Background: an optimization exercise with open tools, aiming at small area, a short achievable clock period and few clock cycles. Do not read the settings as production practice. Only simulation tests tie the RTL to the original design; equivalence was not proved. Power and IR drop assume default switching activity.

==> flow/design.v (excerpt) <==
module pi_dma (
    input  wire        clk,
    input  wire        rst,             
    input  wire        reg_valid,
    input  wire        reg_we,
    input  wire [3:0]  reg_idx,         
    input  wire [31:0] reg_wdata,
    output reg         reg_ready,       
    output reg         reg_rvalid,
    output reg  [31:0] reg_rdata,
    output reg         irq_out,
    input  wire [31:0] image_size,
    output reg         sys_req,
    output reg         sys_we,
    output wire [19:0] sys_addr,
    output wire [63:0] sys_wdata,
    output wire [7:0]  sys_wstrb,
    input  wire        sys_gnt,
    input  wire        sys_rvalid,
    input  wire [63:0] sys_rdata,
    output reg         st_req,
    output reg         st_we,
    output wire [11:0] st_addr,
    output wire [63:0] st_wdata,
    output wire [7:0]  st_wstrb,
    input  wire        st_gnt,
    input  wire        st_rvalid,
    input  wire [63:0] st_rdata,
    output reg         im_req,
    output wire [24:0] im_addr,
    input  wire        im_gnt,
    input  wire        im_rvalid,
    input  wire [63:0] im_rdata
);
    reg [31:0] r_dram, r_cart, r_rdlen, r_wrlen;
    reg [31:0] r_rsv [0:7];             
    reg        busy;
    reg        ph1, ph2, ph3;           
    wire take    = reg_valid && !busy;
    wire wr      = take && reg_we;
    wire trig    = wr && (reg_idx == 4'd2 || reg_idx == 4'd3);
    wire clr_all = wr && reg_idx == 4'd4 && reg_wdata[0];
    reg [28:0] isz_q;
    reg [28:0] room_q;                  
    reg        room_neg;                
    wire [27:0] a28     = r_cart[27:0];
  ...
Settings: LEC_CHECK=0, CAP_MARGIN=20, CORE_MARGIN=2, CORE_UTILIZATION=40, CTS_CLUSTER_DIAMETER=150, CTS_CLUSTER_SIZE=18, SETUP_SLACK_MARGIN=5, SLEW_MARGIN=20, TNS_END_PERCENT=10; clock period 8.0 ns.
standard.sh (not shown) runs the stock make flow with config.mk's settings and CLKGATE_MAP_FILE= SYNTH_SCRIPT=/design/flow/synth_recipe.tcl, a recipe that flattens the netlist after the stock synthesis.
==> flow/flow/run.sh <==
#!/bin/bash
# Standard layout (the standard.sh, unchanged synthesis), with one change:
# the port buffers that global placement inserts on every input and output
# are sky130_fd_sc_hd__buf_1 instead of the tool's default pick.
set -euo pipefail
export BUFFER_PORTS_ARGS="-buffer_cell sky130_fd_sc_hd__buf_1"
bash standard.sh > standard_make.log 2>&1
The baseline completed without violations.
Testbench counts at the start, summed over its fixed seeds: cycles 10,803.
Next try:
==> flow/flow/run.sh (replaced) <==
#!/bin/bash
# Standard layout (the standard.sh, unchanged synthesis), with one change:
# the port buffers that global placement inserts on every input and output
# are sky130_fd_sc_hd__buf_2 instead of the tool's default pick.
set -euo pipefail
export BUFFER_PORTS_ARGS="-buffer_cell sky130_fd_sc_hd__buf_2"
bash standard.sh > standard_make.log 2>&1
Outcome:
- The new run went through all stages and came out clean
- total power came out lower by 0.61%
- setup slack improves by 65 ps
- fmax came out higher by 2.0%
- clock power hardly moves
- core utilization came out lower by 0.48 points
- global-route usage is about the same
- wire length came out lower by 2.0%

* * *

Another version of the RTL of pi_dma (not shown whole).
For scale: roughly 3600 cells after synthesis, about 510 I/O pins.
Settings: LEC_CHECK=0, CAP_MARGIN=20, CORE_MARGIN=2, CORE_UTILIZATION=40, CTS_CLUSTER_DIAMETER=150, CTS_CLUSTER_SIZE=18, SETUP_SLACK_MARGIN=5, SLEW_MARGIN=20, TNS_END_PERCENT=10; clock period 8.0 ns.
==> flow/flow/run.sh <==
#!/bin/bash
# Standard layout (the standard.sh, unchanged synthesis), with one change:
# the port buffers that global placement inserts on every input and output
# are sky130_fd_sc_hd__buf_2 instead of the tool's default pick.
set -euo pipefail
export BUFFER_PORTS_ARGS="-buffer_cell sky130_fd_sc_hd__buf_2"
bash standard.sh > standard_make.log 2>&1
The baseline produced a clean layout.
Testbench counts at the start, summed over its fixed seeds: cycles 10,758.
Next try:
Settings changed: SETUP_SLACK_MARGIN 5 to 4.7, TNS_END_PERCENT 10 to 30.
Outcome:
- The new run completed without violations
- worst hold slack hardly moves
- cell count shrinks by 1.7%
- utilization shrinks by 1.6 points
- first-iteration DRC count shrinks by 3.7%
- final area shrinks by 3.3%

* * *

main:
pi_dma, a different RTL version from the one above (not shown whole).
Size in the first run: roughly 3600 cells after synthesis, ~760 flip-flops, about 510 I/O pins, roughly 41000 um^2 of cells after synthesis.
==> flow/config.mk <==
export PLATFORM = sky130hd
export DESIGN_NAME = pi_dma
export DESIGN_NICKNAME = pi_dma
export VERILOG_FILES = /design/flow/design.v
export SDC_FILE = /design/flow/constraint.sdc
export NUM_CORES = 4
export LEC_CHECK = 0
export CAP_MARGIN = 20
export CORE_MARGIN = 2
export CORE_UTILIZATION = 40
export CTS_CLUSTER_DIAMETER = 150
export CTS_CLUSTER_SIZE = 18
export SETUP_SLACK_MARGIN = 5
export SLEW_MARGIN = 20
export TNS_END_PERCENT = 25
==> flow/constraint.sdc <==
create_clock -name core_clock -period 8.0 [get_ports {clk}]
set_input_delay 1.6000 -clock core_clock [delete_from_list [all_inputs] [get_ports {clk}]]
set_output_delay 1.6000 -clock core_clock [all_outputs]
set_load 0.01 [all_outputs]
Scripts as last shown in full above: flow/flow/run.sh
Testbench counts of main, summed over its fixed seeds: cycles 10,803.
The following lists how the feature branch was set up differently from main:
- swapping 25 for 10 in TNS_END_PERCENT
--- outcome ---
- The feature branch has completed all stages; timing, DRC and antenna checks passed.
- Compared with main, the feature branch shows wire length that has gone up slightly.
- The feature branch vs. main: share of total power consumed by net switching ~0 delta, number of antenna violations at the first check in global routing -4, met2 wire length +1.4 mm.
- The startpoint of the worst setup timing path comes out sys_rdata[29] in one run and im_rvalid in the other, namely in the feature branch and main respectively.
- The feature branch -> main: total power after layout flat

## port drivers added, routing unchanged
In the flow no input, the clock included, has a driving cell. The finished layouts below were timed again as built, in two steps. Step 1 sets driving cells, clkbuf_16 on the clock port and buf_2 on the other inputs (assumed; they add their load-dependent delay and slew). Step 2 times the ports against the registers' clock, not the clock port: input delays grow and output delays shrink by t, the midpoint of the rising clock arrivals with the driver on. Slacks: ideal ports / drivers / drivers and shift; pairs: ideal ports / drivers.
run | t (ns) | setup slack, ns | hold slack, ns | worst setup path at the end | pins driven straight from the clock port
the first run of note 1 | 0.726 | 4.626 / 4.661 / 3.934 | 0.473 / 0.473 / 0.473 | input to register | 1
the second run of note 1 | 0.732 | 4.691 / 4.561 / 3.829 | 0.465 / 0.465 / 0.465 | input to register | 1
the first run of note 2 | 0.727 | 4.804 / 4.802 / 4.075 | 0.456 / 0.456 / 0.456 | input to register | 1
the second run of note 2 | 0.714 | 4.565 / 4.576 / 3.862 | 0.458 / 0.458 / 0.458 | input to register | 1
main | 0.703 | 4.763 / 4.796 / 4.093 | 0.465 / 0.465 / 0.465 | input to register | 1
the feature branch | 0.703 | 4.843 / 4.832 / 4.129 | 0.459 / 0.459 / 0.459 | input to register | 1
After both steps every run listed still meets setup and hold. The setup slack of the second run of note 1, which loses most, moves by -0.130 ns with the drivers and by -0.862 ns with both steps.
